Source: an optimization exercise on an open RTL-to-GDS flow (aim: small area, a short achievable clock period and few clock cycles per item). Production flows keep margins and buffers that such runs may drop. The RTL was checked by simulation tests, not by an equivalence proof against the original design. Power figures rest on the tool's default switching activity, not on a simulated workload.

$ cat design/flow/design.v
module pfor_select (
    input  wire        clk,
    input  wire        rst,           
    input  wire        in_valid,
    output wire        in_ready,
    input  wire [31:0] in_data,
    input  wire        in_delta,      
    input  wire        in_restart,    
    output wire        out_valid,
    input  wire        out_ready,
    output wire [5:0]  out_b,
    output wire [7:0]  out_cexcept,
    output wire [5:0]  out_maxb
);
    function [5:0] hib64;
        input [63:0] v;
        reg [31:0] a1; reg [31:0] i1;
        reg [15:0] a2; reg [31:0] i2;
        reg [7:0]  a3; reg [23:0] i3;
        reg [3:0]  a4; reg [15:0] i4;
        reg [1:0]  a5; reg [9:0]  i5;
        integer g;
        begin
            for (g = 0; g < 32; g = g + 1) begin
                a1[g] = v[2*g+1] | v[2*g];
                i1[g] = v[2*g+1];
            end
            for (g = 0; g < 16; g = g + 1) begin
                a2[g] = a1[2*g+1] | a1[2*g];
                i2[2*g+:2] = a1[2*g+1] ? {1'b1, i1[2*g+1]} : {1'b0, i1[2*g]};
            end
            for (g = 0; g < 8; g = g + 1) begin
                a3[g] = a2[2*g+1] | a2[2*g];
                i3[3*g+:3] = a2[2*g+1] ? {1'b1, i2[4*g+2+:2]} : {1'b0, i2[4*g+:2]};
            end
            for (g = 0; g < 4; g = g + 1) begin
                a4[g] = a3[2*g+1] | a3[2*g];
                i4[4*g+:4] = a3[2*g+1] ? {1'b1, i3[6*g+3+:3]} : {1'b0, i3[6*g+:3]};
            end
            for (g = 0; g < 2; g = g + 1) begin
                a5[g] = a4[2*g+1] | a4[2*g];
                i5[5*g+:5] = a4[2*g+1] ? {1'b1, i4[8*g+4+:4]} : {1'b0, i4[8*g+:4]};
            end
            hib64 = a5[1] ? {1'b1, i5[9:5]} : {1'b0, i5[4:0]};
        end
    endfunction
    reg         in_rdy;
    reg  [6:0]  cnt;           
    reg         blk_delta;     
    reg  [31:0] d_r;           
    reg         v_r;           
    reg         rs_r;          
    reg         use_r;         
    reg         last_r;        
    wire        accept = in_valid & in_rdy;
    wire        first  = (cnt == 7'd0);
    reg  [31:0] prev;          
    reg         pz;            
    reg  [5:0]  w_r;           
    reg  [5:0]  wl;            
    reg         v_w;
    reg         last_w;
    reg         rst_r;
    wire [31:0] x      = d_r - (use_r ? prev : 32'd0);
    wire [5:0]  width  = hib64({31'd0, x, 1'b0});
    wire        pz_next = v_r ? (~blk_delta & (rs_r | pz)) : pz;
    reg  [6:0]  freq [1:32];   
    wire [32:1] pres;          
    reg         full;          
    reg         scanning;
    reg  [6:0]  fr;            
    reg  [7:0]  dacc;          
    reg  [5:0]  cb;            
    reg         v1;
    reg  [5:0]  kf;            
    reg  [7:0]  dk;            
    reg  [5:0]  bk;
    reg         vk;
    reg  [12:0] q_r;           
    reg  [5:0]  b_r;
    reg  [7:0]  e_r;
    reg         v2;
    reg  [5:0]  maxb;
    reg  [5:0]  best_b;
    reg  [7:0]  best_c;
    reg  [12:0] best_q;
    reg         outv;
    reg         done_r;
    integer j;
    reg  [32:1] above;         
    reg  [32:1] hot;           
    always @* begin
        above[32] = 1'b0;
        for (j = 31; j >= 1; j = j - 1)
            above[j] = above[j+1] | pres[j+1];
        hot = pres & ~above;
    end
    wire [5:0]  idx  = hib64({31'd0, pres, 1'b0});
    reg  [6:0]  fsel;
    always @* begin
        fsel = 7'd0;
        for (j = 1; j <= 32; j = j + 1)
            fsel = fsel | ({7{hot[j]}} & freq[j]);
    end
    wire        any   = |pres;
    wire        start = full & ~scanning & ~outv;
    wire        step  = start | scanning;    
    wire        better = q_r > best_q;
    wire [13:0] bound  = {1'b0, q_r} + {1'b0, b_r, 7'd0};
    wire        prune  = bound <= {1'b0, best_q};
    wire        done_scan = v2 & ((b_r == 6'd0) | prune);
    wire        done_now  = start & ~any;
    wire        done  = done_scan | done_now;
    assign in_ready    = in_rdy;
    assign out_valid   = outv;
    assign out_b       = best_b;
    assign out_cexcept = best_c;
    assign out_maxb    = maxb;
    always @(posedge clk) begin
        d_r   <= in_data;
        use_r <= first ? (in_delta & ~in_restart & ~pz_next)
                       : (blk_delta & ~pz_next);
        if (accept & first)
            blk_delta <= in_delta;
        if (rst) begin
            in_rdy <= 1'b1;
            cnt    <= 7'd0;
            v_r    <= 1'b0;
            rs_r   <= 1'b0;
            last_r <= 1'b0;
        end else begin
            v_r    <= accept;
            rs_r   <= accept & first & in_restart;
            last_r <= accept & (cnt == 7'd127);
            if (accept)
                cnt <= cnt + 7'd1;
            if (accept & (cnt == 7'd127))
                in_rdy <= 1'b0;
            else if (done)
                in_rdy <= 1'b1;
        end
    end
    always @(posedge clk) begin
        w_r   <= width;
        rst_r <= rst;
        if (v_w)
            wl <= w_r;
        if (v_r & blk_delta)
            prev <= d_r;
        if (rst) begin
            pz     <= 1'b1;
            v_w    <= 1'b0;
            last_w <= 1'b0;
        end else begin
            pz     <= pz_next;
            v_w    <= v_r;
            last_w <= last_r;
        end
    end
    genvar w;
    generate
        for (w = 1; w <= 32; w = w + 1) begin : g_hist
            wire [7:0] t;
            wire [6:0] s;
            assign t[0] = v_w && (w_r == w);
            genvar i;
            for (i = 0; i < 7; i = i + 1) begin : g_bit
                assign s[i]   = freq[w][i] ^ t[i];
                assign t[i+1] = freq[w][i] & t[i];
            end
            always @(posedge clk) begin
                if (rst_r | done_r | (step & hot[w]))
                    freq[w] <= 7'd0;
                else
                    freq[w] <= s;
            end
            assign pres[w] = |freq[w];
        end
    endgenerate
    always @(posedge clk) begin
        fr   <= step ? fsel : 7'd0;
        cb   <= idx;
        kf   <= 6'd8 + maxb - cb;
        dk   <= dacc;
        bk   <= cb;
        q_r  <= kf * dk;
        b_r  <= bk;
        e_r  <= 8'd128 - dk;
        if (start)
            dacc <= 8'd128;
        else
            dacc <= dacc - {1'b0, fr};
        if (start) begin
            best_q <= 13'd0;
            best_b <= wl;
            best_c <= 8'd0;
        end else if (v2 & better) begin
            best_b <= b_r;
            best_c <= e_r;
            best_q <= q_r;
        end
        if (start)
            maxb <= any ? idx : wl;
        if (rst) begin
            full     <= 1'b0;
            scanning <= 1'b0;
            v1       <= 1'b0;
            vk       <= 1'b0;
            v2       <= 1'b0;
            outv     <= 1'b0;
            done_r   <= 1'b0;
        end else begin
            done_r  <= done;
            v1      <= step & ~done;
            vk      <= v1 & ~done;
            v2      <= vk & ~done;
            if (outv & out_ready)
                outv <= 1'b0;
            if (v_w & last_w)
                full <= 1'b1;
            if (start) begin
                full     <= 1'b0;
                scanning <= any;
                if (~any)
                    outv <= 1'b1;
            end else if (done_scan) begin
                scanning <= 1'b0;
                outv     <= 1'b1;
            end
        end
    end
endmodule
$ cat design/flow/flow/run.sh
#!/bin/bash
# Own flow: the standard layout (standard.sh, standard synthesis), with
# extra ORFS settings from flow/extra.mk: repair timing towards a tighter
# setup slack target and faster port buffers. The make output goes to
# standard.log; ORFS keeps each tool's log under orfs/logs/.
cat flow/extra.mk >> config.mk
bash standard.sh > standard.log 2>&1
$ cat design/flow/flow/extra.mk
# Optimisation targets for the layout tools (the SDC and clock are unchanged)
export SETUP_SLACK_MARGIN = 7.4
export BUFFER_PORTS_ARGS = -buffer_cell sky130_fd_sc_hd__buf_2
$ cat design/flow/standard.sh
#!/bin/bash
# synth_recipe.tcl (not shown) runs the flow's synth.tcl, then flattens the netlist and writes it again
# the make line also repeats each setting of config.mk as NAME=value (left out here)
make -C /OpenROAD-flow-scripts/flow DESIGN_CONFIG=/design/flow/config.mk WORK_HOME=/design/flow/orfs CLKGATE_MAP_FILE= SYNTH_SCRIPT=/design/flow/synth_recipe.tcl "${@:-finish}"
$ cat design/flow/config.mk
export PLATFORM = sky130hd
export DESIGN_NAME = pfor_select
export DESIGN_NICKNAME = pfor_select
export VERILOG_FILES = /design/flow/design.v
export SDC_FILE = /design/flow/constraint.sdc
export NUM_CORES = 4
export LEC_CHECK = 0
export CAP_MARGIN = 20
export CORE_MARGIN = 2
export CORE_UTILIZATION = 40
export CTS_CLUSTER_DIAMETER = 70
export CTS_CLUSTER_SIZE = 28
export PLACE_DENSITY = 0.6
export SLEW_MARGIN = 20
# Optimisation targets for the layout tools (the SDC and clock are unchanged)
export SETUP_SLACK_MARGIN = 7.4
export BUFFER_PORTS_ARGS = -buffer_cell sky130_fd_sc_hd__buf_2
$ cat design/flow/constraint.sdc
create_clock -name core_clock -period 11.0 [get_ports {clk}]
set_input_delay 2.2000 -clock core_clock [delete_from_list [all_inputs] [get_ports {clk}]]
set_output_delay 2.2000 -clock core_clock [all_outputs]
set_load 0.01 [all_outputs]
==> results of run 1 <==
[cell type report]
cell class | count | area (sq um) | share of cell area
clock buffer | 31 | 776 | 0.0316
clock inverter | 25 | 325 | 0.0132
inverter | 79 | 297 | 0.0121
multi-input combinational | 1643 | 12700 | 0.515
sequential | 425 | 9070 | 0.369
tap | 696 | 871 | 0.0354
timing repair buffer | 93 | 593 | 0.0241
[cells in the mapped netlist, drive strengths merged, types with 4 or more instances]
master and n:
and3 16, o21a 8, nor2b 17, fa 28, a21oi 128, nor2 149, ha 288, nand3 24
a31oi 25, a2111oi 4, nand3b 5, or2 7, a22oi 14, nand2 158, buf 6, o21ai 58
or4 16, o31ai 5, xnor2 41, a211oi 16, a221oi 14, nor3b 7, xor2 47, inv 79
nand4 17, o211ai 14, o21bai 8, nand2b 21, a32oi 4, nor3 53, dfxtp 374, or3 8
a41oi 5, a21o 34, and2 272, o22ai 5, clkbuf 40, a222oi 11, edfxtp 51, mux2i 26
o2111ai 6, a22o 4, nor4 36
[registers in the layout, indices dropped and copies added, names as in the netlist, 7 cells and up]
name,cells
e_r,8
fr,7
dk,8
dacc,8
prev,32
q_r,13
freq,224
best_q,13
d_r,32
cnt,7
best_c,8
[report_power, final]
group	switching [mW]	total, mW	internal [mW]
Clock	0.665	1.23	0.570
Combinational	0.638	1.21	0.573
Sequential	0.0850	1.77	1.69
Total	1.39	4.22	2.83
[metal layers]
layer  up-vias  global-route usage
li1       7999                   -
met1      7841               0.244
met2       445               0.310
met3       125              0.0338
met4         0              0.0644
met5         -                   0
[through the flow]
stage          power (mW)   util  worst slack (ps)
6_report             4.22  0.457              7420
5_1_grt              4.50  0.457              7300
4_1_cts              4.19  0.448              7370
3_5_place_dp         2.89  0.423              6730
3_3_place_gp         2.88  0.423              6900
2_1_floorplan        2.65      -              7390
[kinds of logic after synthesis]
logic type                 Yosys count  synth area share
and+or+nand+nor                    817             0.204
AOI/OAI and AO/OA                  396             0.120
muxes                               26            0.0120
adders and majority gates          316             0.192
xor gates and xnor gates            88            0.0355
buffers and inverters              125            0.0218
DFF                                425             0.415
[path summary, 6_finish.rpt]
path               start      to  slack (ps)  depth (start not counted)
min reg2reg        bk[2]  b_r[2]         330                          0
max          freq[27][2]   fr[2]        7420                         11
min                bk[2]  b_r[2]         330                          0
max reg2reg  freq[27][2]   fr[2]        7420                         11
[what timing repair did]
action                                  in CTS  in global routing
cloned                                       0                  1
endpoints found under the setup margin      48                136
setup buffers                               11                 15
resized for setup                           41                 72
pin swaps                                   10                 24
==> summary.txt, run 1 <==
Unrepaired setup endpoints after global routing - yes
Max Cap Violations - 0
Post-Synthesis Cells - 2193
Clock buffers created by TritonCTS - 30
Quantity of I/O buffers inserted on ports - 59
Actual slew at the worst max-slew pin - 1070 ps
Filler cells - 5095
Startpoint class of the critical path - flip-flop
Share of the synthesized area in the top cell type - 0.345
Number of diodes added for antenna fixing - 0
Detailed-router iteration count before antenna repair - 8
Number of library cell types mapped by synthesis - 79
Routability Congestion - 0.939
Cell count after placement - 2909
Detailed placement HPWL - 40.9 mm
Post-cts hold buffer count - 0
Remaining routing DRC violations - 0
Number of storage elements in the synthesis netlist - 425
Total of endpoints with negative setup slack in the final report - 0
DIE AREA - 56200 sq um
Bufs and invs on worst path - 2
Sum of met2 wire segment lengths after detailed routing - 24.4 mm
Crit Path Category - flip-flop to flip-flop
Final slew viol count - 0
Clock transition at the register clock pins on the worst setup and hold paths after CTS - 90 ps
Clk_lat worst skew - 620 ps
Delay of the slowest cell on the worst path - 560 ps
Post-Syn Nets - 2547
Normalized max-slew margin - 0.288
Synth top area cells - sky130_fd_sc_hd__dfxtp_1 (34%), sky130_fd_sc_hd__ha_1 (17%), sky130_fd_sc_hd__and2_1 (7.8%), sky130_fd_sc_hd__edfxtp_1 (7.0%), sky130_fd_sc_hd__a21oi_1 (2.9%)
Max Clock Skew - 45.3 ps
Width of the chip - 237 um
TritonCTS clock tree - built
Number of buffers between clock root and the deepest sink - 3
Net total in the final layout - 2626
Global-route wire length before repair - 85.0 mm
Cell Chain, Critical Path - or4_1 > or4_4 > or4_4 > nor2_8 > nand3_4 > buf_12 > nor4_4 > buf_4 > a22oi_1 > and3_1 > a31oi_1
Max frequency - 280 MHz
Cell with the biggest individual delay on the critical path - sky130_fd_sc_hd__or4_4
Fraction of registers with async set/reset - 0
Total Wirelength - 53.5 mm
CTS H-Tree Depth - 1
Number of ports placed on the die boundary - 60
Starting density of the core - 0.404
Length of routed wiring on met1 - 24.0 mm
Std-Cell Rows - 85
Area of all placed cells without fillers - 24600 sq um
Post-synth design cell area - 21700 sq um
CTS Root Buffer Type - sky130_fd_sc_hd__clkbuf_16
Final-layout setup total negative slack - 0 ps
Most common flop cell mapped by yosys - sky130_fd_sc_hd__dfxtp_1
PwrDens - 172 nW/um^2
Routed vias - 16400
Total count of hold-check failures in the final report - 0
Number of nets with antenna violations after detailed routing - 0
Layout-stage area growth over the synthesis result - 13.1%
Worst Path Arrival - 4110 ps
Yosys top cell by area - sky130_fd_sc_hd__dfxtp_1
Category of the worst setup path capture point - flip-flop
Post-synthesis area per instance - 9.91 sq um
Leakage dissipation - 11.6 nW
Initial antenna violation count - 1
Leading cell type in the layout, fill and taps excluded - sky130_fd_sc_hd__dfxtp_1
Share of synthesized area occupied by flip-flops and latches - 0.415
Crit-path most repeated cell - sky130_fd_sc_hd__or4_4
Global route total overflow - 0
Worst path top cell family by delay - simple AND/OR/NAND/NOR gates
Via count normalized by instance count - 5.48
Maximum VDD drop - 0.000151 V
Most used cells in the layout excluding fill and tap cells - sky130_fd_sc_hd__dfxtp_1 (359), sky130_fd_sc_hd__ha_1 (281), sky130_fd_sc_hd__and2_1 (270)
Met3 wirelength from detailed routing - 3.03 mm
Type of the tightest min-delay check - flip-flop to flip-flop
Overall fraction of global-route tracks in use - 0.187
Proportion of layout cells with a drive suffix above 1 - 0.111
Number of global-route vias before repair - 16100
Top layer in use - met4
Detailed Route Iter0 Violations - 1184
Placed instance area - 22800 sq um
Number of warnings printed during yosys synthesis - 2
Largest driver fanout on the critical path - 8
Result of the run - finished clean
Required @ worst endpoint - 11530 ps
Non-filler instance count after layout - 2992
Die boundary height - 237 um
Number of sinks on the clock net - 425
Core footprint - 53800 sq um
Period minus WS final - 3580 ps
Hold Worst Slack - 334 ps
Largest net degree at the start of global routing - 36
Final routed wire length divided by cell count - 17.9 um
Portion of the clock cycle consumed by the worst path in the final layout - 0.325
Number of flops mapped to enable cells by yosys - 51
Testbench counts, summed over its fixed seeds: cycles 71,595, items 512.
==> run 2: changes to the inputs <==
--- a/design/flow/config.mk
+++ b/design/flow/config.mk
@@ -8,8 +8,8 @@
 export CAP_MARGIN = 20
 export CORE_MARGIN = 2
 export CORE_UTILIZATION = 40
-export CTS_CLUSTER_DIAMETER = 70
-export CTS_CLUSTER_SIZE = 28
+export CTS_CLUSTER_DIAMETER = 60
+export CTS_CLUSTER_SIZE = 24
 export PLACE_DENSITY = 0.6
 export SLEW_MARGIN = 20
 # Optimisation targets for the layout tools (the SDC and clock are unchanged)
==> run 2 against run 1 <==
Compared with the run above: utilization rose by 0.20 points; power rose by 1.6%; combinational power barely moved; synthesized cell count did not move; setup slack improved by 25 ps; wire length rose by 0.45%.
==> summary.txt, run 2 <==
Actual slew at the worst max-slew pin - 1050 ps (-16.2 ps)
Clock buffers created by TritonCTS - 36 (+20%)
Routability Congestion - 0.939 (unchanged)
Number of sinks on the clock net - 425 (unchanged)
Proportion of layout cells with a drive suffix above 1 - 0.114 (+0.00332)
Initial antenna violation count - 1 (unchanged)
Net total in the final layout - 2635 (+0.34%)
Max Clock Skew - 46.8 ps (+1.56 ps)
Layout-stage area growth over the synthesis result - 13.6%
Required @ worst endpoint - 11480 ps (-50 ps)
Reg with most FFs - freq
Quantity of I/O buffers inserted on ports - 59 (unchanged)
Number of nets with antenna violations after detailed routing - 0 (unchanged)
Maximum VDD drop - 0.000146 V (-2.8%)
Core footprint - 53800 sq um (unchanged)
TritonCTS clock tree - built
Largest net degree at the start of global routing - 36 (unchanged)
Number of flip-flops under the largest register name - 224 (unchanged)
Top post-synthesis cells by count - sky130_fd_sc_hd__dfxtp_1 (374), sky130_fd_sc_hd__ha_1 (288), sky130_fd_sc_hd__and2_1 (270)
Via count normalized by instance count - 5.46 (-0.50%)
Category of the worst setup path capture point - flip-flop
Leakage dissipation - 11.7 nW (+0.43%)
Hold Worst Slack - 333 ps (-1.89 ps)
Largest registers - freq (224), d_r (32), prev (32)
Number of warnings printed during yosys synthesis - 2 (unchanged)
Total count of hold-check failures in the final report - 0 (unchanged)
Starting density of the core - 0.404 (unchanged)
CTS Root Buffer Type - sky130_fd_sc_hd__clkbuf_16
Number of storage elements in the synthesis netlist - 425 (unchanged)
Largest driver fanout on the critical path - 8 (unchanged)
Final routed wire length divided by cell count - 17.9 um (about the same)
Final slew viol count - 0 (unchanged)
Normalized max-slew margin - 0.299 (+0.0108)
Filler cells - 5084 (-0.22%)
Share of synthesized area occupied by flip-flops and latches - 0.415 (unchanged)
Worst path top cell family by delay - simple AND/OR/NAND/NOR gates
Total Wirelength - 53.7 mm (+0.45%)
Period minus WS final - 3550 ps (-25.5 ps)
Number of ports placed on the die boundary - 60 (unchanged)
Delay of the slowest cell on the worst path - 560 ps (about the same)
Max frequency - 282 MHz (+0.72%)
Synth top area cells - sky130_fd_sc_hd__dfxtp_1 (34%), sky130_fd_sc_hd__ha_1 (17%), sky130_fd_sc_hd__and2_1 (7.8%), sky130_fd_sc_hd__edfxtp_1 (7.0%), sky130_fd_sc_hd__a21oi_1 (2.9%)
CTS H-Tree Depth - 2 (+1)
Yosys top cell by area - sky130_fd_sc_hd__dfxtp_1
Number of flops mapped to enable cells by yosys - 51 (unchanged)
Placed instance area - 22800 sq um (unchanged)
Most used standard cell by instance count after synthesis - sky130_fd_sc_hd__dfxtp_1
Width of the chip - 237 um (unchanged)
Total design power - 4.29 mW (+1.6%)
Detailed-router iteration count before antenna repair - 9 (+1)
Std-Cell Rows - 85 (unchanged)
PwrDens - 174 nW/um^2 (+1.1%)
Crit-path most repeated cell - sky130_fd_sc_hd__or4_4
Most common flop cell mapped by yosys - sky130_fd_sc_hd__dfxtp_1
Result of the run - finished clean
Clock transition at the register clock pins on the worst setup and hold paths after CTS - 80 ps (about the same)
Fraction of registers with async set/reset - 0 (unchanged)
Clk_lat worst skew - 580 ps (-40 ps)
Number of buffers between clock root and the deepest sink - 3 (unchanged)
DIE AREA - 56200 sq um (unchanged)
Crit Path Category - flip-flop to flip-flop
Detailed Route Iter0 Violations - 1148 (-3.0%)
Most used cells in the layout excluding fill and tap cells - sky130_fd_sc_hd__dfxtp_1 (359), sky130_fd_sc_hd__ha_1 (281), sky130_fd_sc_hd__and2_1 (270)
Post-synth design cell area - 21700 sq um (unchanged)
Share of the synthesized area in the top cell type - 0.345 (unchanged)
Number of diodes added for antenna fixing - 0 (unchanged)
Total of endpoints with negative setup slack in the final report - 0 (unchanged)
Bufs and invs on worst path - 1 (-1)
Portion of the clock cycle consumed by the worst path in the final layout - 0.323 (-0.00231)
Post-Syn Nets - 2547 (unchanged)
Global-route wire length before repair - 85.3 mm (+0.31%)
Final Core Density - 0.459 (+0.00200)
Routed vias - 16400 (-0.10%)
Type of the tightest min-delay check - flip-flop to flip-flop
Die boundary height - 237 um (unchanged)
Cell Chain, Critical Path - or4_1 > or4_4 > or4_4 > nor2_8 > nand3_4 > buf_12 > nor2_4 > and3_2 > a222oi_1 > and3_1 > a31oi_1
Number of global-route vias before repair - 16100 (+0.19%)
Post-synthesis area per instance - 9.91 sq um (unchanged)
Worst Path Arrival - 4040 ps (-70 ps)
Post-Synthesis Cells - 2193 (unchanged)
Remaining routing DRC violations - 0 (unchanged)
Unrepaired setup endpoints after global routing - yes
Number of library cell types mapped by synthesis - 79 (unchanged)
Cell with the biggest individual delay on the critical path - sky130_fd_sc_hd__or4_4
Global route total overflow - 0 (unchanged)
Leading cell type in the layout, fill and taps excluded - sky130_fd_sc_hd__dfxtp_1
Detailed placement HPWL - 40.9 mm (unchanged)
Overall fraction of global-route tracks in use - 0.189 (+0.00215)
Startpoint class of the critical path - flip-flop
Final-layout setup total negative slack - 0 ps (unchanged)
Area of all placed cells without fillers - 24700 sq um (+0.44%)
Max Cap Violations - 0 (unchanged)
-- run 2: cell counts after synthesis --
No cell type changed its count.
-- run 2: area by class of cell --
| cell class | count | area [sq um] | share of cell area |
|---|---|---|---|
| multi-input combinational | 1643 | 12600 | 0.512 |
| sequential | 425 | 9070 | 0.367 |
| timing repair buffer | 96 | 628 | 0.0254 |
| tap | 696 | 871 | 0.0353 |
| inverter | 79 | 297 | 0.0120 |
| clock buffer | 42 | 943 | 0.0382 |
| clock inverter | 23 | 236 | 0.00958 |
-- run 2: stage by stage --
step / worst slack [ps] / cells
after global routing: 7350 / 3004
after CTS: 7400 / 2984
after global placement: 6900 / 2909
final: 7450 / 3004
after detailed placement: 6730 / 2909
after floorplan: 7390 / 2193
-- run 2: worst paths after layout --
kind	slack, ps	endpoint	cells after the start	startpoint
worst max register to register	7450	fr[2]	11	freq[27][2]
worst min register to register	330	dk[0]	0	dacc[0]
worst min-delay path	330	dk[0]	0	dacc[0]
worst max-delay path	7450	fr[2]	11	freq[27][2]
-- run 2: routing by layer --
layer / wire length (um) / global-route usage / vias to the layer above
met5: 0 / 0 / -
met4: 1970 / 0.0745 / 0
met3: 3100 / 0.0365 / 115
met2: 24600 / 0.311 / 440
met1: 24000 / 0.245 / 7816
li1: - / - / 8022
-- run 2: cells by family (layout without fill, tap and decap cells) --
| kind of cell | Yosys count | after routing | share of synthesized area |
|---|---|---|---|
| AOI/OAI and AO/OA | 396 | 396 | 0.120 |
| xor gates and xnor gates | 88 | 88 | 0.0355 |
| adders and majority gates | 316 | 316 | 0.192 |
| buffers and inverters | 125 | 240 | 0.0218 |
| DFF | 425 | 425 | 0.415 |
| muxes | 26 | 26 | 0.0120 |
| and+or+nand+nor | 817 | 817 | 0.204 |
-- run 2: where the power goes --
| part | switching [mW] | total [mW] | internal, mW |
|---|---|---|---|
| registers | 0.0876 | 1.78 | 1.69 |
| clock network | 0.648 | 1.30 | 0.651 |
| logic | 0.634 | 1.21 | 0.576 |
| total | 1.37 | 4.29 | 2.92 |
-- run 2: what timing repair did --
| item | 4_1_cts | 5_1_grt |
|---|---|---|
| gates cloned | 0 | 1 |
| hold buffers | 0 | 0 |
| endpoints found under the hold margin | 0 | 0 |
| gates resized for setup | 43 | 70 |
| endpoints found under the setup margin | 52 | 130 |
| pin swaps | 9 | 22 |
| setup buffers | 10 | 19 |
==> run 3: changes to the inputs <==
--- a/design/flow/config.mk
+++ b/design/flow/config.mk
@@ -7,10 +7,9 @@
 export LEC_CHECK = 0
 export CAP_MARGIN = 20
 export CORE_MARGIN = 2
-export CORE_UTILIZATION = 40
-export CTS_CLUSTER_DIAMETER = 60
-export CTS_CLUSTER_SIZE = 24
-export PLACE_DENSITY = 0.6
+export CORE_UTILIZATION = 60
+export CTS_BUF_LIST = sky130_fd_sc_hd__clkbuf_8
+export PLACE_DENSITY = 0.75
 export SLEW_MARGIN = 20
 # Optimisation targets for the layout tools (the SDC and clock are unchanged)
 export SETUP_SLACK_MARGIN = 7.4
==> run 3 against run 2 <==
Compared with the run above: utilization is 24 points higher; clock power up 12%; largest power group unchanged; count of clock-buffer cells in the layout rose by 48; non-clock buffer count up 12; register-to-register slack is essentially flat; via count rose by 3.0%; highest routed layer unchanged.
==> summary.txt, run 3 <==
Result of the run - finished clean
Synth top area cells - sky130_fd_sc_hd__dfxtp_1 (34%), sky130_fd_sc_hd__ha_1 (17%), sky130_fd_sc_hd__and2_1 (7.8%), sky130_fd_sc_hd__edfxtp_1 (7.0%), sky130_fd_sc_hd__a21oi_1 (2.9%)
Core footprint - 35700 sq um (-34%)
Routed vias - 16900 (+3.0%)
DIE AREA - 37800 sq um (-33%)
Category of the worst setup path capture point - flip-flop
Most used standard cell by instance count after synthesis - sky130_fd_sc_hd__dfxtp_1
Clock transition at the register clock pins on the worst setup and hold paths after CTS - 60 ps (-20 ps)
Non-filler instance count after layout - 2845 (-5.3%)
Final-layout setup total negative slack - 0 ps (unchanged)
Fraction of registers with async set/reset - 0 (unchanged)
Yosys top cell by area - sky130_fd_sc_hd__dfxtp_1
Post-Synthesis Cells - 2193 (unchanged)
Layout-stage area growth over the synthesis result - 14.4%
Actual slew at the worst max-slew pin - 983 ps (-68.2 ps)
Max Cap Violations - 0 (unchanged)
Largest registers - freq (224), d_r (32), prev (32)
Detailed-router iteration count before antenna repair - 22 (+13)
Worst path top cell family by delay - adder cells
Number of sinks on the clock net - 425 (unchanged)
Number of ports placed on the die boundary - 60 (unchanged)
Clk_lat worst skew - 630 ps (+50 ps)
Number of buffers between clock root and the deepest sink - 3 (unchanged)
GR Layer Usage met3 - 0.0557 (+0.0192)
Met2 routing resource usage after global routing - 0.462 (+0.152)
Share of the synthesized area in the top cell type - 0.345 (unchanged)
Cell Chain, Critical Path - buf_4 > and2_1 > fa_1 > ha_2 > fa_1 > ha_1 > a21o_1 > a21oi_4 > o21bai_1 > a21oi_2 > nor2b_1 > o21a_1 > o21ai_2 > nand2b_1 > a21oi_2 > xnor2_1
Number of storage elements in the synthesis netlist - 425 (unchanged)
Startpoint class of the critical path - flip-flop
Total design power - 4.52 mW (+5.5%)
Bufs and invs on worst path - 1 (unchanged)
Delay of the slowest cell on the worst path - 470 ps (-90 ps)
Share of synthesized area occupied by flip-flops and latches - 0.415 (unchanged)
Largest net degree at the start of global routing - 36 (unchanged)
Via count normalized by instance count - 5.94 (+8.8%)
CTS H-Tree Depth - 3 (+1)
GRT Max-Usage Layer - met2
Total count of hold-check failures in the final report - 0 (unchanged)
Remaining routing DRC violations - 0 (unchanged)
Maximum VDD drop - 0.000176 V (+20%)
Global route total overflow - 0 (unchanged)
Cell count after placement - 2673 (-8.1%)
Max Clock Skew - 30.2 ps (-16.6 ps)
Cell with the biggest individual delay on the critical path - sky130_fd_sc_hd__fa_1
Largest driver fanout on the critical path - 6 (-2)
Proportion of layout cells with a drive suffix above 1 - 0.138 (+0.0241)
Detailed placement HPWL - 38.4 mm (-6.1%)
Total of endpoints with negative setup slack in the final report - 0 (unchanged)
Portion of the clock cycle consumed by the worst path in the final layout - 0.324 (+0.000993)
Leading cell type in the layout, fill and taps excluded - sky130_fd_sc_hd__dfxtp_1
Leakage dissipation - 12.0 nW (+3.2%)
Number of library cell types mapped by synthesis - 79 (unchanged)
Number of global-route vias before repair - 16800 (+4.5%)
Most used cells in the layout excluding fill and tap cells - sky130_fd_sc_hd__dfxtp_1 (357), sky130_fd_sc_hd__ha_1 (281), sky130_fd_sc_hd__and2_1 (269)
Net total in the final layout - 2682 (+1.8%)
Normalized max-slew margin - 0.344 (+0.0455)
Number of diodes added for antenna fixing - 0 (unchanged)
Reg with most FFs - freq
Type of the tightest min-delay check - flip-flop to flip-flop
Number of nets with antenna violations after detailed routing - 0 (unchanged)
Width of the chip - 194 um (-18%)
Max frequency - 281 MHz (-0.31%)
Post-synth design cell area - 21700 sq um (unchanged)
Period minus WS final - 3560 ps (+10.9 ps)
Final slew viol count - 0 (unchanged)
Global-route wire length before repair - 84.7 mm (-0.68%)
Top post-synthesis cells by count - sky130_fd_sc_hd__dfxtp_1 (374), sky130_fd_sc_hd__ha_1 (288), sky130_fd_sc_hd__and2_1 (270)
Most common flop cell mapped by yosys - sky130_fd_sc_hd__dfxtp_1
Initial antenna violation count - 0 (-1)
GR Util met1 - 0.359 (+0.114)
Std-Cell Rows - 69 (-19%)
Post-synthesis area per instance - 9.91 sq um (unchanged)
TritonCTS clock tree - built
Number of warnings printed during yosys synthesis - 2 (unchanged)
Detailed Route Iter0 Violations - 1221 (+6.4%)
CTS Root Buffer Type - sky130_fd_sc_hd__clkbuf_8
Required @ worst endpoint - 11530 ps (+50 ps)
Quantity of I/O buffers inserted on ports - 59 (unchanged)
Starting density of the core - 0.609 (+0.206)
Routability Congestion - 0.957 (+2.0%)
PwrDens - 182 nW/um^2 (+4.8%)
Final Core Density - 0.697 (+0.238)
Overall fraction of global-route tracks in use - 0.277 (+0.0884)
Unrepaired setup endpoints after global routing - yes
Final routed wire length divided by cell count - 18.4 um (+2.7%)
Clock buffers created by TritonCTS - 71 (+97%)
Die boundary height - 194 um (-18%)
Number of flops mapped to enable cells by yosys - 51 (unchanged)
Crit Path Category - flip-flop to flip-flop
Post-Syn Nets - 2547 (unchanged)
Number of flip-flops under the largest register name - 224 (unchanged)
Worst Path Arrival - 4090 ps (+50 ps)
Total Wirelength - 52.2 mm (-2.7%)
run 3: changes by cell type in the layout (fill, tap and decap cells not counted), sizes merged:
| cell | delta |
|---|---|
| buf | +13 |
| bufinv | +4 |
| clkbuf | +47 |
| clkinv | +3 |
| clkinvlp | -3 |
| inv | +12 |
run 3: cell families after synthesis:
logic type      Yosys count  share of synthesized area
mux                      26                     0.0120
compound gates          396                      0.120
buf+inv                 125                     0.0218
fa+ha+maj               316                      0.192
flops                   425                      0.415
xor+xnor                 88                     0.0355
simple gates            817                      0.204
run 3: report_power, final:
group / internal (mW) / switching, mW / total (mW)
Sequential: 1.69 / 0.0824 / 1.77
Combinational: 0.615 / 0.674 / 1.29
Clock: 0.831 / 0.627 / 1.46
run 3: final timing paths:
path / endpoint / cells past startpoint / slack (ps) / start
max: q_r[12] / 16 / 7440 / dk[2]
min: b_r[1] / 0 / 330 / bk[1]
max reg2reg: q_r[12] / 16 / 7440 / dk[2]
min reg2reg: b_r[1] / 0 / 330 / bk[1]
run 3: stage by stage:
| step | setup slack (ps) | hold WS (ps) | area, sq um |
|---|---|---|---|
| after global routing | 7250 | 334 | 24900 |
| after global placement | 6590 | 310 | 22500 |
| final | 7440 | 328 | 24900 |
| after CTS | 7400 | 327 | 24400 |
| after floorplan | 7390 | 310 | 21700 |
| after detailed placement | 6430 | 313 | 22500 |
run 3: final cells by class:
cell class,count,area (sq um)
clock inverter,39,275
sequential,425,9070
fill,2748,10800
timing repair buffer,108,682
tap,461,577
inverter,79,297
multi-input combinational,1643,12700
clock buffer,90,1240
run 3: what timing repair did:
| item | 4_1_cts | 5_1_grt |
|---|---|---|
| hold endpoints to repair | 0 | 0 |
| setup endpoints to repair | 70 | 62 |
| pin swaps | 12 | 40 |
| hold buffers | 0 | 0 |
| buffers inserted | 24 | 19 |
| gates cloned | 0 | 0 |
| gates resized for setup | 54 | 78 |
run 3: routing by layer:
metal | wire, um | vias up
met5 | 0 | -
met2 | 24600 | 567
met4 | 1600 | 0
li1 | - | 8123
met3 | 3660 | 130
met1 | 22400 | 8072
==> run 4: changes to the inputs <==
--- a/design/flow/config.mk
+++ b/design/flow/config.mk
@@ -7,9 +7,8 @@
 export LEC_CHECK = 0
 export CAP_MARGIN = 20
 export CORE_MARGIN = 2
-export CORE_UTILIZATION = 60
-export CTS_BUF_LIST = sky130_fd_sc_hd__clkbuf_8
-export PLACE_DENSITY = 0.75
+export CORE_UTILIZATION = 50
+export PLACE_DENSITY = 0.65
 export SLEW_MARGIN = 20
 # Optimisation targets for the layout tools (the SDC and clock are unchanged)
 export SETUP_SLACK_MARGIN = 7.4
==> run 4 against run 3 <==
Compared with the run above: count of clock-buffer cells in the layout shrank 28; non-clock buffer count down 10; critical path type unchanged; power grew 1.4%; clock power grew 8%; combinational power down 4%; first-iteration DRC count decreased by 9.1%; still clean on timing, DRC and antenna; clock skew down 9.6 ps; largest power group unchanged; sequential share of layout area about the same; fmax rose by 1.1%; global-route usage shrank 4.2 points; synthesized cell count is the same.
==> summary.txt, run 4 <==
Category of the worst setup path capture point - flip-flop
Crit Reg-Reg Endpoint - fr[5]
Net total in the final layout - 2647 (-1.3%)
Combinational family with the most area after synthesis - simple AND/OR/NAND/NOR gates
Post-synth design cell area - 21700 sq um (unchanged)
Most used standard cell by instance count after synthesis - sky130_fd_sc_hd__dfxtp_1
Number of warnings printed during yosys synthesis - 2 (unchanged)
Largest registers - freq (224), d_r (32), prev (32)
Number of flip-flops under the largest register name - 224 (unchanged)
Overall fraction of global-route tracks in use - 0.236 (-0.0418)
Via count normalized by instance count - 5.64 (-5.0%)
Synth top area cells - sky130_fd_sc_hd__dfxtp_1 (34%), sky130_fd_sc_hd__ha_1 (17%), sky130_fd_sc_hd__and2_1 (7.8%), sky130_fd_sc_hd__edfxtp_1 (7.0%), sky130_fd_sc_hd__a21oi_1 (2.9%)
Most used cells in the layout excluding fill and tap cells - sky130_fd_sc_hd__dfxtp_1 (360), sky130_fd_sc_hd__ha_1 (279), sky130_fd_sc_hd__and2_1 (269)
Placed instance area - 22600 sq um (+0.72%)
Period minus WS final - 3530 ps (-37.2 ps)
Cell Chain, Critical Path - or4_1 > or4_4 > or4_4 > nor2_8 > nand3_4 > buf_4 > nor4_4 > buf_4 > a22o_1 > a2111oi_0 > a31oi_1
Largest net degree at the start of global routing - 36 (unchanged)
Routability Congestion - 0.952 (-0.60%)
Actual slew at the worst max-slew pin - 1030 ps (+46.0 ps)
Number of global-route vias before repair - 16200 (-3.6%)
Hold wc startpoint - bk[3]
Most common flop cell mapped by yosys - sky130_fd_sc_hd__dfxtp_1
Final-layout setup total negative slack - 0 ps (unchanged)
Quantity of I/O buffers inserted on ports - 59 (unchanged)
Worst path top cell family by delay - simple AND/OR/NAND/NOR gates
Leakage dissipation - 11.8 nW (-1.6%)
Worst Path Arrival - 4020 ps (-70 ps)
Global-route wire length before repair - 84.6 mm (-0.14%)
Yosys top cell by area - sky130_fd_sc_hd__dfxtp_1
TritonCTS clock tree - built
Final slew viol count - 0 (unchanged)
Max Cap Violations - 0 (unchanged)
Fraction of registers with async set/reset - 0 (unchanged)
Required @ worst endpoint - 11490 ps (-40 ps)
Routed vias - 16400 (-2.8%)
Reg area - 9060 sq um (-0.12%)
Startpoint class of the critical path - flip-flop
Largest driver fanout on the critical path - 7 (+1)
Share of the synthesized area in the top cell type - 0.345 (unchanged)
Detailed-router iteration count before antenna repair - 7 (-68%)
CTS H-Tree Depth - 2 (-1)
Clock transition at the register clock pins on the worst setup and hold paths after CTS - 60 ps (about the same)
Total of endpoints with negative setup slack in the final report - 0 (unchanged)
Number of storage elements in the synthesis netlist - 425 (unchanged)
Delay of the slowest cell on the worst path - 570 ps (+100 ps)
Synth Area in XOR/XNOR - 0.0355 (unchanged)
Number of library cell types mapped by synthesis - 79 (unchanged)
Area of all placed cells without fillers - 24800 sq um (about the same)
Final routed wire length divided by cell count - 18.1 um (-1.5%)
Total design power - 4.58 mW (+1.4%)
Clock buffers created by TritonCTS - 45 (-37%)
Post-synthesis adder-cell area fraction - 0.192 (unchanged)
Width of the chip - 212 um (+9.3%)
Number of cell instances on the worst register-to-register path - 11 (-5)
Remaining routing DRC violations - 0 (unchanged)
Max Clock Skew - 20.7 ps (-9.57 ps)
Core footprint - 43000 sq um (+21%)
Minimum setup slack among reg-to-reg paths - 7470 ps (+40 ps)
Clk_lat worst skew - 580 ps (-50 ps)
Max frequency - 284 MHz (+1.1%)
Share of synthesized area occupied by flip-flops and latches - 0.415 (unchanged)
Worst hold endpoint - b_r[3]
Detailed placement HPWL - 39.6 mm (+3.0%)
Portion of the clock cycle consumed by the worst path in the final layout - 0.321 (-0.00338)
Number of buffers between clock root and the deepest sink - 3 (unchanged)
Post-cts hold buffer count - 0 (unchanged)
Detailed Route Iter0 Violations - 1110 (-9.1%)
Number of flops mapped to enable cells by yosys - 51 (unchanged)
Area occupied by multi-input gates - 12600 sq um (-0.79%)
Maximum VDD drop - 0.000210 V (+19%)
Beginning of the worst register-to-register path - freq[27][2]
Synth Area in Simple Gates - 0.204 (unchanged)
Die boundary height - 212 um (+9.3%)
Layout-stage area growth over the synthesis result - 14.3% (about the same)
Filler cells - 3730 (+36%)
Total count of hold-check failures in the final report - 0 (unchanged)
Global route total overflow - 0 (unchanged)
Result of the run - finished clean
Number of sinks on the clock net - 425 (unchanged)
Proportion of synthesized area in mux cells - 0.0120 (unchanged)
Top post-synthesis cells by count - sky130_fd_sc_hd__dfxtp_1 (374), sky130_fd_sc_hd__ha_1 (288), sky130_fd_sc_hd__and2_1 (270)
Leading cell type in the layout, fill and taps excluded - sky130_fd_sc_hd__dfxtp_1
Normalized max-slew margin - 0.314 (-0.0307)
Crit Path Category - flip-flop to flip-flop
Reg with most FFs - freq
Starting density of the core - 0.506 (-0.104)
Std-Cell Rows - 76 (+10%)
Type of the tightest min-delay check - flip-flop to flip-flop
Number of nets with antenna violations after detailed routing - 0 (unchanged)
Initial antenna violation count - 0 (unchanged)
Bufs and invs on worst path - 2 (+1)
Unrepaired setup endpoints after global routing - yes
Post-synthesis area per instance - 9.91 sq um (unchanged)
Number of instances on the worst hold path - 0 (unchanged)
Post-Syn Nets - 2547 (unchanged)
Number of diodes added for antenna fixing - 0 (unchanged)
Synthesized-area fraction occupied by ao, oa, aoi and oai cells - 0.120 (unchanged)
DIE AREA - 45100 sq um (+20%)
Cell with the biggest individual delay on the critical path - sky130_fd_sc_hd__or4_4
CTS Root Buffer Type - sky130_fd_sc_hd__clkbuf_16
Post-Synthesis Cells - 2193 (unchanged)
Proportion of layout cells with a drive suffix above 1 - 0.118 (-0.0202)
PwrDens - 184 nW/um^2 (+1.4%)
Final Core Density - 0.578 (-0.119)
Number of ports placed on the die boundary - 60 (unchanged)
Total Wirelength - 52.6 mm (+0.76%)
-- run 4: metrics by stage --
stage / worst slack (ps) / hold WS [ps] / cells
final: 7470 / 326 / 2911
after floorplan: 7390 / 310 / 2193
after detailed placement: 6660 / 313 / 2798
after global placement: 6870 / 312 / 2798
after CTS: 7320 / 328 / 2892
after global routing: 7310 / 332 / 2911
-- run 4: worst max-delay path by stage --
stage | startpoint | to | slack [ps] | cells after the start
6_report | freq[27][2] | fr[5] | 7470 | 11
5_1_grt | dk[2] | q_r[12] | 7310 | 16
4_1_cts | freq[26][2] | freq[9][3] | 7320 | 8
3_5_place_dp | use_r | w_r[1] | 6660 | 13
3_3_place_gp | use_r | w_r[1] | 6870 | 13
2_1_floorplan | dk[3] | q_r[12] | 7390 | 16
-- run 4: worst register-to-register path, cell delays in order (launching register included) --
cell,delay [ps]
sky130_fd_sc_hd__dfxtp_1,330
sky130_fd_sc_hd__or4_1,560
sky130_fd_sc_hd__or4_4,480
sky130_fd_sc_hd__or4_4,570
sky130_fd_sc_hd__nor2_8,190
sky130_fd_sc_hd__nand3_4,170
sky130_fd_sc_hd__buf_4,200
sky130_fd_sc_hd__nor4_4,360
sky130_fd_sc_hd__buf_4,190
sky130_fd_sc_hd__a22o_1,150
sky130_fd_sc_hd__a2111oi_0,60
sky130_fd_sc_hd__a31oi_1,180
-- run 4: final cells by class --
| type | count | area share |
|---|---|---|
| clock buffers | 62 | 0.0520 |
| clock inverters | 18 | 0.00927 |
| inverters | 79 | 0.0119 |
| multi-input cells | 1644 | 0.508 |
| flip-flops and latches | 425 | 0.365 |
| well taps | 585 | 0.0295 |
| repair buffers | 98 | 0.0247 |
-- run 4: metal layers --
layer / up-vias / global-route usage / wire, um
met2: 497 / 0.395 / 24500
met5: - / 0 / 0
met3: 102 / 0.0334 / 3180
met1: 7806 / 0.310 / 23400
li1: 8015 / - / -
met4: 0 / 0.0837 / 1560
-- run 4: kinds of logic (layout without fill, tap and decap cells) --
group | count (synthesis) | count (layout)
simple gates | 817 | 818
flops | 425 | 425
compound gates | 396 | 396
fa+ha+maj | 316 | 316
buf+inv | 125 | 257
xor+xnor | 88 | 88
mux | 26 | 26
-- run 4: power by group --
group	switching (mW)	internal, mW
Clock	0.628	0.938
Combinational	0.647	0.597
Sequential	0.0848	1.69
Total	1.36	3.22
-- run 4: what timing repair did --
action | CTS | global route
resized for setup | 47 | 57
endpoints found under the setup margin | 58 | 116
setup buffers | 14 | 18
gates cloned | 0 | 1
pin swaps | 9 | 26
==> run 5: changes to the inputs <==
==> design/flow/flow/extra.mk (replaced) <==
# Optimisation targets for the layout tools (the SDC and clock are unchanged)
export SETUP_SLACK_MARGIN = 7.5
export BUFFER_PORTS_ARGS = -buffer_cell sky130_fd_sc_hd__buf_2
--- a/design/flow/config.mk
+++ b/design/flow/config.mk
@@ -7,9 +7,9 @@
 export LEC_CHECK = 0
 export CAP_MARGIN = 20
 export CORE_MARGIN = 2
-export CORE_UTILIZATION = 50
-export PLACE_DENSITY = 0.65
+export CORE_UTILIZATION = 40
+export PLACE_DENSITY = 0.6
 export SLEW_MARGIN = 20
 # Optimisation targets for the layout tools (the SDC and clock are unchanged)
-export SETUP_SLACK_MARGIN = 7.4
+export SETUP_SLACK_MARGIN = 7.5
 export BUFFER_PORTS_ARGS = -buffer_cell sky130_fd_sc_hd__buf_2
==> run 5 against run 4 <==
Compared with the run above: still clean; area after synthesis unchanged; global-route usage down 4.3 points; critical path depth is 4 higher.
==> summary.txt, run 5 <==
Detailed Route Iter0 Violations - 1286 (+16%)
Final routed wire length divided by cell count - 17.9 um (-0.96%)
Fraction of registers with async set/reset - 0 (unchanged)
Number of library cell types mapped by synthesis - 79 (unchanged)
Leading cell type in the layout, fill and taps excluded - sky130_fd_sc_hd__dfxtp_1
Crit Path Category - flip-flop to flip-flop
Clk_lat worst skew - 600 ps (+20 ps)
Most common flop cell mapped by yosys - sky130_fd_sc_hd__dfxtp_1
Final-layout setup total negative slack - 0 ps (unchanged)
Number of flip-flops under the largest register name - 224 (unchanged)
Worst Path Arrival - 4020 ps (about the same)
Leakage dissipation - 12.1 nW (+2.5%)
Power dissipated by switching net loads - 1.43 mW (+5.5%)
Detailed-router iteration count before antenna repair - 8 (+1)
Width of the chip - 237 um (+12%)
Clock buffers created by TritonCTS - 47 (+4.4%)
Number of nets with antenna violations after detailed routing - 0 (unchanged)
Post-Synthesis Cells - 2193 (unchanged)
Sequential share of power - 0.378 (-0.009)
Most used cells in the layout excluding fill and tap cells - sky130_fd_sc_hd__dfxtp_1 (359), sky130_fd_sc_hd__and2_1 (267), sky130_fd_sc_hd__ha_1 (264)
Number of storage elements in the synthesis netlist - 425 (unchanged)
Area occupied by multi-input gates - 13000 sq um (+3.0%)
Maximum VDD drop - 0.000184 V (-12%)
Starting density of the core - 0.404 (-0.102)
Combinational power share - 0.291 (+0.020)
Largest registers - freq (224), d_r (32), prev (32)
Number of ports placed on the die boundary - 60 (unchanged)
Result of the run - finished clean
Final Core Density - 0.479 (-0.0988)
Max Clock Skew - 30.1 ps (+9.43 ps)
Number of warnings printed during yosys synthesis - 2 (unchanged)
Portion of the clock cycle consumed by the worst path in the final layout - 0.318 (-0.00262)
Remaining routing DRC violations - 0 (unchanged)
Via count normalized by instance count - 5.44 (-3.5%)
Switch share - 0.305 (+0.00811)
Category of the worst setup path capture point - flip-flop
Post-Syn Nets - 2547 (unchanged)
Share of the synthesized area in the top cell type - 0.345 (unchanged)
Reg area - 9070 sq um (+0.12%)
Max Cap Violations - 0 (unchanged)
Largest driver fanout on the critical path - 5 (-2)
Final slew viol count - 0 (unchanged)
Std-Cell Rows - 85 (+12%)
TritonCTS clock tree - built
Power Internal - 3.27 mW (+1.5%)
Routability Congestion - 0.940 (-1.3%)
Hold Worst Slack - 326 ps (+0.455 ps)
Period minus WS final - 3500 ps (-28.8 ps)
Global-route wire length before repair - 87.2 mm (+3.1%)
Reg with most FFs - freq
Overall fraction of global-route tracks in use - 0.193 (-0.0428)
Largest net degree at the start of global routing - 36 (unchanged)
Total of endpoints with negative setup slack in the final report - 0 (unchanged)
Filler cells - 4995 (+34%)
PwrDens - 183 nW/um^2 (-1.1%)
Number of flops mapped to enable cells by yosys - 51 (unchanged)
DIE AREA - 56200 sq um (+25%)
Max frequency - 286 MHz (+0.82%)
Initial antenna violation count - 1 (+1)
Number of buffers between clock root and the deepest sink - 3 (unchanged)
Share of synthesized area occupied by flip-flops and latches - 0.415 (unchanged)
Proportion of layout cells with a drive suffix above 1 - 0.158 (+0.0400)
Area of all placed cells without fillers - 25800 sq um (+3.8%)
Total count of hold-check failures in the final report - 0 (unchanged)
Number of sinks on the clock net - 425 (unchanged)
CTS Root Buffer Type - sky130_fd_sc_hd__clkbuf_16
Synth top area cells - sky130_fd_sc_hd__dfxtp_1 (34%), sky130_fd_sc_hd__ha_1 (17%), sky130_fd_sc_hd__and2_1 (7.8%), sky130_fd_sc_hd__edfxtp_1 (7.0%), sky130_fd_sc_hd__a21oi_1 (2.9%)
Post-synthesis area per instance - 9.91 sq um (unchanged)
Core footprint - 53800 sq um (+25%)
Detailed placement HPWL - 40.5 mm (+2.4%)
CTS H-Tree Depth - 2 (unchanged)
Number of global-route vias before repair - 16600 (+2.2%)
Total Wirelength - 55.0 mm (+4.5%)
Startpoint class of the critical path - flip-flop
Post-synth design cell area - 21700 sq um (unchanged)
Actual slew at the worst max-slew pin - 950 ps (-79.3 ps)
Quantity of I/O buffers inserted on ports - 59 (unchanged)
Net total in the final layout - 2692 (+1.7%)
Normalized max-slew margin - 0.367 (+0.0529)
Share of total power in the clock network - 0.331 (-0.011)
Most used standard cell by instance count after synthesis - sky130_fd_sc_hd__dfxtp_1
Yosys top cell by area - sky130_fd_sc_hd__dfxtp_1
Top post-synthesis cells by count - sky130_fd_sc_hd__dfxtp_1 (374), sky130_fd_sc_hd__ha_1 (288), sky130_fd_sc_hd__and2_1 (270)
Placed instance area - 22800 sq um (+0.63%)
Die boundary height - 237 um (+12%)
Routed vias - 16700 (+1.9%)
Layout-stage area growth over the synthesis result - 18.7%
Type of the tightest min-delay check - flip-flop to flip-flop
Number of diodes added for antenna fixing - 0 (unchanged)
Clock transition at the register clock pins on the worst setup and hold paths after CTS - 60 ps (about the same)
Required @ worst endpoint - 11520 ps (+30 ps)
Global route total overflow - 0 (unchanged)
Unrepaired setup endpoints after global routing - yes
==> run 5: cell counts after synthesis <==
Identical to the previous run, type by type.
==> run 5: cells by family (layout without fill, tap and decap cells) <==
kind of cell / Yosys count / after routing / synth area share
fa+ha+maj: 316 / 316 / 0.192
xor+xnor: 88 / 88 / 0.0355
simple gates: 817 / 817 / 0.204
mux: 26 / 26 / 0.0120
flops: 425 / 425 / 0.415
compound gates: 396 / 396 / 0.120
buf+inv: 125 / 308 / 0.0218
==> run 5: worst max-delay path, stage by stage, from the launching register on <==
cell                       delay [ps]
sky130_fd_sc_hd__dfxtp_4          350
sky130_fd_sc_hd__buf_6            120
sky130_fd_sc_hd__and2_4           150
sky130_fd_sc_hd__fa_1             500
sky130_fd_sc_hd__inv_1             50
sky130_fd_sc_hd__fa_1             500
sky130_fd_sc_hd__inv_2             40
sky130_fd_sc_hd__fa_1             550
sky130_fd_sc_hd__ha_4             230
sky130_fd_sc_hd__a21oi_4          150
sky130_fd_sc_hd__nor2b_1           60
sky130_fd_sc_hd__o21a_1           190
sky130_fd_sc_hd__o21ai_1          140
sky130_fd_sc_hd__nand2b_1          90
sky130_fd_sc_hd__a21oi_2          160
sky130_fd_sc_hd__xnor2_1          130
==> run 5: through the flow <==
step / setup WS [ps] / power [mW] / std cells
finish: 7500 / 4.71 / 3072
global route: 7330 / 5.01 / 3072
CTS: 7480 / 4.62 / 3024
detailed placement: 6640 / 2.90 / 2909
global placement: 6880 / 2.88 / 2909
floorplan: 7450 / 2.65 / 2193
==> run 5: final cells by class <==
type                            count  area share
Clock buffer                       61      0.0504
Clock inverter                     26     0.00951
Inverter                           79      0.0115
Multi-Input combinational cell   1643       0.504
Sequential cell                   425       0.352
Tap cell                          696      0.0338
Timing Repair Buffer              142      0.0390
==> run 5: metal layers <==
metal  global-route usage  share of wire
met1                0.244           0.43
met2                0.320           0.46
met3               0.0457          0.068
met4               0.0698          0.037
met5                    0        0.00018
==> run 5: power groups by stage <==
stage	Clock, mW	Sequential [mW]	Combinational (mW)
after global placement	0	1.81	1.07
after floorplan	0	1.76	0.887
after detailed placement	0	1.81	1.09
after CTS	1.60	1.78	1.24
after global routing	1.66	1.79	1.55
final	1.56	1.78	1.37
==> run 5: worst paths after layout <==
path,start,to,slack [ps],depth (start not counted)
worst min register to register,bk[1],b_r[1],330,0
worst max-delay path,dk[5],q_r[12],7500,15
worst min-delay path,bk[1],b_r[1],330,0
worst max register to register,dk[5],q_r[12],7500,15
==> run 5: timing repair <==
| item | 4_1_cts | 5_1_grt |
|---|---|---|
| setup buffers | 27 | 46 |
| resized for setup | 74 | 117 |
| pin swaps | 23 | 61 |
| gates cloned | 1 | 2 |
| hold buffers | 0 | 0 |
| endpoints found under the hold margin | 0 | 0 |
| setup endpoints to repair | 72 | 134 |
==> run 6: changes to the inputs <==
==> design/flow/flow/extra.mk (replaced) <==
# Optimisation targets for the layout tools (the SDC and clock are unchanged)
export SETUP_SLACK_MARGIN = 7.6
export BUFFER_PORTS_ARGS = -buffer_cell sky130_fd_sc_hd__buf_2
--- a/design/flow/config.mk
+++ b/design/flow/config.mk
@@ -11,5 +11,5 @@
 export PLACE_DENSITY = 0.6
 export SLEW_MARGIN = 20
 # Optimisation targets for the layout tools (the SDC and clock are unchanged)
-export SETUP_SLACK_MARGIN = 7.5
+export SETUP_SLACK_MARGIN = 7.6
 export BUFFER_PORTS_ARGS = -buffer_cell sky130_fd_sc_hd__buf_2
==> run 6 against run 5 <==
Compared with the run above: still clean; global-route usage hardly changed; sequential power about the same; critical path type is now flip-flop to output pin; cell count is 0.68% lower; critical path depth down 14; hold slack got worse by 1.1 ps; setup slack better by 15 ps.
==> summary.txt, run 6 <==
Number of flip-flops under the largest register name - 224 (unchanged)
Detailed placement HPWL - 40.8 mm (+0.52%)
Post-Syn Nets - 2547 (unchanged)
Crit Path Category - flip-flop to output pin
Final Core Density - 0.478 (-0.000744)
Post-Synthesis Cells - 2193 (unchanged)
Normalized max-slew margin - 0.345 (-0.0220)
Remaining routing DRC violations - 0 (unchanged)
Total design power - 4.77 mW (+1.3%)
Maximum VDD drop - 0.000160 V (-13%)
Net total in the final layout - 2670 (-0.82%)
Delay of the slowest cell on the worst path - 490 ps (-60 ps)
Share of the synthesized area in the top cell type - 0.345 (unchanged)
Global route total overflow - 0 (unchanged)
Die boundary height - 237 um (unchanged)
Leading cell type in the layout, fill and taps excluded - sky130_fd_sc_hd__dfxtp_1
Hold Worst Slack - 325 ps (-1.10 ps)
Unrepaired setup endpoints after global routing - yes
Overall fraction of global-route tracks in use - 0.193 (about the same)
Clock buffers created by TritonCTS - 47 (unchanged)
PwrDens - 185 nW/um^2 (+1.5%)
Bufs and invs on worst path - 1 (-2)
Detailed-router iteration count before antenna repair - 6 (-2)
Startpoint class of the critical path - flip-flop
Cell with the biggest individual delay on the critical path - sky130_fd_sc_hd__edfxtp_1
Leakage dissipation - 12.1 nW (-0.37%)
Cell count after placement - 2912 (+0.10%)
Clk_lat worst skew - 610 ps (about the same)
Post-route setup slack - 7520 ps (+15.5 ps)
Number of flops mapped to enable cells by yosys - 51 (unchanged)
Period minus WS final - 3480 ps (-15.5 ps)
DIE AREA - 56200 sq um (unchanged)
Yosys top cell by area - sky130_fd_sc_hd__dfxtp_1
Final routed wire length divided by cell count - 18.0 um (+0.56%)
Clock transition at the register clock pins on the worst setup and hold paths after CTS - 60 ps (about the same)
Type of the tightest min-delay check - flip-flop to flip-flop
Category of the worst setup path capture point - output pin
Total count of hold-check failures in the final report - 0 (unchanged)
Max Cap Violations - 0 (unchanged)
Final slew viol count - 0 (unchanged)
Post-synthesis area per instance - 9.91 sq um (unchanged)
Result of the run - finished clean
Detailed Route Iter0 Violations - 1284 (-0.16%)
Proportion of layout cells with a drive suffix above 1 - 0.149 (-0.00878)
Fraction of registers with async set/reset - 0 (unchanged)
CP endpoint - out_maxb[4]
Depth of the critical timing path with buffers and inverters included - 1 (-14)
Crit Reg-Reg Endpoint - w_r[1]
Top post-synthesis cells by count - sky130_fd_sc_hd__dfxtp_1 (374), sky130_fd_sc_hd__ha_1 (288), sky130_fd_sc_hd__and2_1 (270)
Worst path top cell family by delay - flip-flops
TritonCTS clock tree - built
Critical path startpoint - maxb[4]
Via count normalized by instance count - 5.46 (+0.26%)
Worst Path Arrival - 1280 ps (-2740 ps)
Number of cell instances on the worst register-to-register path - 12 (-3)
Area of all placed cells without fillers - 25700 sq um (-0.16%)
Pre-CTS worst setup slack - 6920 ps (+279 ps)
Most used standard cell by instance count after synthesis - sky130_fd_sc_hd__dfxtp_1
Initial antenna violation count - 2 (+1)
Number of library cell types mapped by synthesis - 79 (unchanged)
Most used cells in the layout excluding fill and tap cells - sky130_fd_sc_hd__dfxtp_1 (358), sky130_fd_sc_hd__and2_1 (268), sky130_fd_sc_hd__ha_1 (267)
Layout-stage area growth over the synthesis result - 18.5%
Std-Cell Rows - 85 (unchanged)
Share of synthesized area occupied by flip-flops and latches - 0.415 (unchanged)
Non-filler instance count after layout - 3051 (-0.68%)
CTS Root Buffer Type - sky130_fd_sc_hd__clkbuf_16
CTS H-Tree Depth - 2 (unchanged)
Cell Chain, Critical Path - buf_2
Number of nets with antenna violations after detailed routing - 0 (unchanged)
Placed instance area - 22800 sq um (+0.16%)
Reg with most FFs - freq
Max frequency - 287 MHz (+0.45%)
Width of the chip - 237 um (unchanged)
Final-layout setup total negative slack - 0 ps (unchanged)
Actual slew at the worst max-slew pin - 983 ps (+32.9 ps)
Routability Congestion - 0.954 (+1.5%)
Routed vias - 16700 (-0.42%)
Number of storage elements in the synthesis netlist - 425 (unchanged)
Core footprint - 53800 sq um (unchanged)
Number of buffers between clock root and the deepest sink - 3 (unchanged)
Total of endpoints with negative setup slack in the final report - 0 (unchanged)
Most common flop cell mapped by yosys - sky130_fd_sc_hd__dfxtp_1
Minimum setup slack among reg-to-reg paths - 7580 ps (+80 ps)
Number of global-route vias before repair - 16500 (-0.42%)
Number of diodes added for antenna fixing - 0 (unchanged)
Quantity of I/O buffers inserted on ports - 59 (unchanged)
Total Wirelength - 54.9 mm (-0.12%)
Portion of the clock cycle consumed by the worst path in the final layout - 0.316 (-0.00141)
Number of sinks on the clock net - 425 (unchanged)
Max Clock Skew - 41.8 ps (+11.7 ps)
Beginning of the worst register-to-register path - use_r
Largest driver fanout on the critical path - 2 (-3)
Largest net degree at the start of global routing - 36 (unchanged)
Starting density of the core - 0.404 (unchanged)
Required @ worst endpoint - 8800 ps (-2720 ps)
Number of instances on the worst hold path - 0 (unchanged)
Synth top area cells - sky130_fd_sc_hd__dfxtp_1 (34%), sky130_fd_sc_hd__ha_1 (17%), sky130_fd_sc_hd__and2_1 (7.8%), sky130_fd_sc_hd__edfxtp_1 (7.0%), sky130_fd_sc_hd__a21oi_1 (2.9%)
Number of warnings printed during yosys synthesis - 2 (unchanged)
Largest registers - freq (224), d_r (32), prev (32)
Number of ports placed on the die boundary - 60 (unchanged)
Post-synth design cell area - 21700 sq um (unchanged)
Global-route wire length before repair - 86.9 mm (-0.37%)
run 6: cells by family after synthesis:
logic type      Yosys count  synth area share
mux                      26            0.0120
flops                   425             0.415
buf+inv                 125            0.0218
compound gates          396             0.120
fa+ha+maj               316             0.192
simple gates            817             0.204
xor+xnor                 88            0.0355
run 6: area by class of cell:
class                   count  area (sq um)
flip-flops and latches    425          9070
fillers                  4978         28100
clock buffers              64          1360
clock inverters            24           329
inverters                  79           300
repair buffers            119           832
well taps                 696           871
multi-input cells        1644         13000
run 6: how the worst min path moves through the flow:
stage                     slack [ps]  start  endpoint
after floorplan                  310  bk[0]    b_r[0]
after global placement           310  bk[5]    b_r[5]
after detailed placement         310  bk[2]    b_r[2]
after CTS                        330  bk[3]    b_r[3]
after global routing             340  bk[1]    b_r[1]
final                            330  bk[3]    b_r[3]
run 6: power by group:
group,switching [mW],internal [mW]
registers,0.0886,1.69
logic,0.664,0.628
clock network,0.659,1.04
total,1.41,3.36
run 6: layer usage:
metal  wire, um  vias to the layer above  global-route usage
li1           -                     8073                   -
met1      23900                     7908               0.246
met2      25500                      561               0.321
met3       3730                      110              0.0419
met4       1810                        2              0.0696
met5         10                        -                   0
run 6: timing repair:
item	4_1_cts	5_1_grt
buffers inserted	25	23
pin swaps	25	45
hold buffers	0	0
gates resized for setup	90	96
gates cloned	1	2
endpoints found under the setup margin	112	150
==> run 7: changes to the inputs <==
==> design/flow/flow/extra.mk (replaced) <==
# Optimisation targets for the layout tools (the SDC and clock are unchanged)
export SETUP_SLACK_MARGIN = 7.3
export BUFFER_PORTS_ARGS = -buffer_cell sky130_fd_sc_hd__buf_2
--- a/design/flow/config.mk
+++ b/design/flow/config.mk
@@ -11,5 +11,5 @@
 export PLACE_DENSITY = 0.6
 export SLEW_MARGIN = 20
 # Optimisation targets for the layout tools (the SDC and clock are unchanged)
-export SETUP_SLACK_MARGIN = 7.6
+export SETUP_SLACK_MARGIN = 7.3
 export BUFFER_PORTS_ARGS = -buffer_cell sky130_fd_sc_hd__buf_2
==> run 7 against run 6 <==
Compared with the run above: utilization shrank 1.4 points; setup slack lost 120 ps; sequential power is essentially flat; clock skew shrank 18 ps; critical path depth grew 8; clock power is essentially flat; synthesized cell count is the same; final area shrank 3.0%.
==> summary.txt, run 7 <==
Number of storage elements in the synthesis netlist - 425 (unchanged)
Number of global-route vias before repair - 16300 (-1.2%)
Number of ports placed on the die boundary - 60 (unchanged)
Proportion of layout cells with a drive suffix above 1 - 0.108 (-0.0406)
Global-route wire length before repair - 85.5 mm (-1.5%)
Crit Path Category - flip-flop to flip-flop
DIE AREA - 56200 sq um (unchanged)
Total of endpoints with negative setup slack in the final report - 0 (unchanged)
Clock transition at the register clock pins on the worst setup and hold paths after CTS - 60 ps (about the same)
Most used standard cell by instance count after synthesis - sky130_fd_sc_hd__dfxtp_1
CTS H-Tree Depth - 2 (unchanged)
Delay of the slowest cell on the worst path - 560 ps (+70 ps)
Post-Synthesis Cells - 2193 (unchanged)
Clock buffers created by TritonCTS - 47 (unchanged)
Largest driver fanout on the critical path - 10 (+8)
Detailed Route Iter0 Violations - 1051 (-18%)
Number of warnings printed during yosys synthesis - 2 (unchanged)
Number of flip-flops under the largest register name - 224 (unchanged)
Post-Syn Nets - 2547 (unchanged)
Global route total overflow - 0 (unchanged)
Final Core Density - 0.464 (-0.0144)
Fraction of registers with async set/reset - 0 (unchanged)
Width of the chip - 237 um (unchanged)
Share of synthesized area occupied by flip-flops and latches - 0.415 (unchanged)
Category of the worst setup path capture point - flip-flop
Total Wirelength - 53.1 mm (-3.4%)
Max Clock Skew - 23.4 ps (-18.4 ps)
Core footprint - 53800 sq um (unchanged)
Final slew viol count - 0 (unchanged)
Hold Worst Slack - 323 ps (-2.27 ps)
Most common flop cell mapped by yosys - sky130_fd_sc_hd__dfxtp_1
Worst path top cell family by delay - simple AND/OR/NAND/NOR gates
Number of nets with antenna violations after detailed routing - 0 (unchanged)
Die boundary height - 237 um (unchanged)
Required @ worst endpoint - 11490 ps (+2690 ps)
Number of sinks on the clock net - 425 (unchanged)
Routability Congestion - 0.938 (-1.7%)
Leading cell type in the layout, fill and taps excluded - sky130_fd_sc_hd__dfxtp_1
Max frequency - 278 MHz (-3.3%)
Maximum VDD drop - 0.000151 V (-5.5%)
Routed vias - 16300 (-2.3%)
Max Cap Violations - 0 (unchanged)
Portion of the clock cycle consumed by the worst path in the final layout - 0.327 (+0.0108)
CTS Root Buffer Type - sky130_fd_sc_hd__clkbuf_16
Synth top area cells - sky130_fd_sc_hd__dfxtp_1 (34%), sky130_fd_sc_hd__ha_1 (17%), sky130_fd_sc_hd__and2_1 (7.8%), sky130_fd_sc_hd__edfxtp_1 (7.0%), sky130_fd_sc_hd__a21oi_1 (2.9%)
Yosys top cell by area - sky130_fd_sc_hd__dfxtp_1
Layout-stage area growth over the synthesis result - 14.9%
Final routed wire length divided by cell count - 17.6 um (-2.4%)
Cell with the biggest individual delay on the critical path - sky130_fd_sc_hd__or4_4
Total count of hold-check failures in the final report - 0 (unchanged)
Result of the run - finished clean
Detailed placement HPWL - 40.4 mm (-0.80%)
Period minus WS final - 3600 ps (+119 ps)
Reg with most FFs - freq
Std-Cell Rows - 85 (unchanged)
Most used cells in the layout excluding fill and tap cells - sky130_fd_sc_hd__dfxtp_1 (360), sky130_fd_sc_hd__ha_1 (286), sky130_fd_sc_hd__and2_1 (270)
Starting density of the core - 0.404 (unchanged)
Final-layout setup total negative slack - 0 ps (unchanged)
Bufs and invs on worst path - 0 (-1)
Share of the synthesized area in the top cell type - 0.345 (unchanged)
Leakage dissipation - 11.9 nW (-1.9%)
Normalized max-slew margin - 0.340 (-0.00509)
Actual slew at the worst max-slew pin - 984 ps (+1.55 ps)
Detailed-router iteration count before antenna repair - 8 (+2)
Largest registers - freq (224), d_r (32), prev (32)
Cell Chain, Critical Path - or4_1 > or4_4 > or4_4 > nor2_8 > nand3_4 > nor3_4 > nor3b_4 > a21oi_1 > and2_1
Overall fraction of global-route tracks in use - 0.189 (-0.00403)
Via count normalized by instance count - 5.39 (-1.3%)
Net total in the final layout - 2641 (-1.1%)
Clk_lat worst skew - 600 ps (about the same)
Number of flops mapped to enable cells by yosys - 51 (unchanged)
==> run 7: final timing paths <==
check                            startpoint          to  slack [ps]  depth (start not counted)
worst max-delay path            freq[27][2]  freq[1][2]        7400                          9
worst min-delay path                  bk[2]      b_r[2]         320                          0
worst max register to register  freq[27][2]  freq[1][2]        7400                          9
worst min register to register        bk[2]      b_r[2]         320                          0
==> run 7: logic make-up after synthesis <==
logic type / share of synthesized area
xor gates and xnor gates: 0.0355
buffers and inverters: 0.0218
DFF: 0.415
muxes: 0.0120
and+or+nand+nor: 0.204
adders and majority gates: 0.192
AOI/OAI and AO/OA: 0.120
==> run 7: layer usage <==
metal	GRT usage	up-vias	routed length [um]
li1	-	8013	-
met4	0.0755	0	1970
met1	0.247	7767	24100
met2	0.307	388	24200
met3	0.0366	110	2780
met5	0	-	0
==> run 7: area by class of cell <==
class | instances | area [sq um]
Multi-Input combinational cell | 1643 | 12500
Clock inverter | 23 | 314
Tap cell | 696 | 871
Sequential cell | 425 | 9050
Inverter | 79 | 297
Fill cell | 5091 | 28800
Clock buffer | 63 | 1380
Antenna cell | 1 | 2.50
Timing Repair Buffer | 91 | 561
==> run 7: report_power, final <==
group | internal (mW) | total, mW | switching [mW]
Sequential | 1.69 | 1.78 | 0.0891
Combinational | 0.547 | 1.16 | 0.617
Clock | 1.03 | 1.69 | 0.662
Total | 3.26 | 4.63 | 1.37
==> run 7: timing repair <==
action,in CTS,in global routing
pin swaps,3,17
endpoints found under the setup margin,17,113
setup buffers,2,21
gates resized for setup,25,53
cloned,0,0
==> run 7: per-stage QoR <==
stage / setup slack (ps) / area [sq um] / cells
floorplan: 7330 / 21700 / 2193
global placement: 6720 / 22800 / 2911
detailed placement: 6570 / 22800 / 2911
CTS: 7290 / 24600 / 2999
global route: 7290 / 25000 / 3021
finish: 7400 / 25000 / 3021
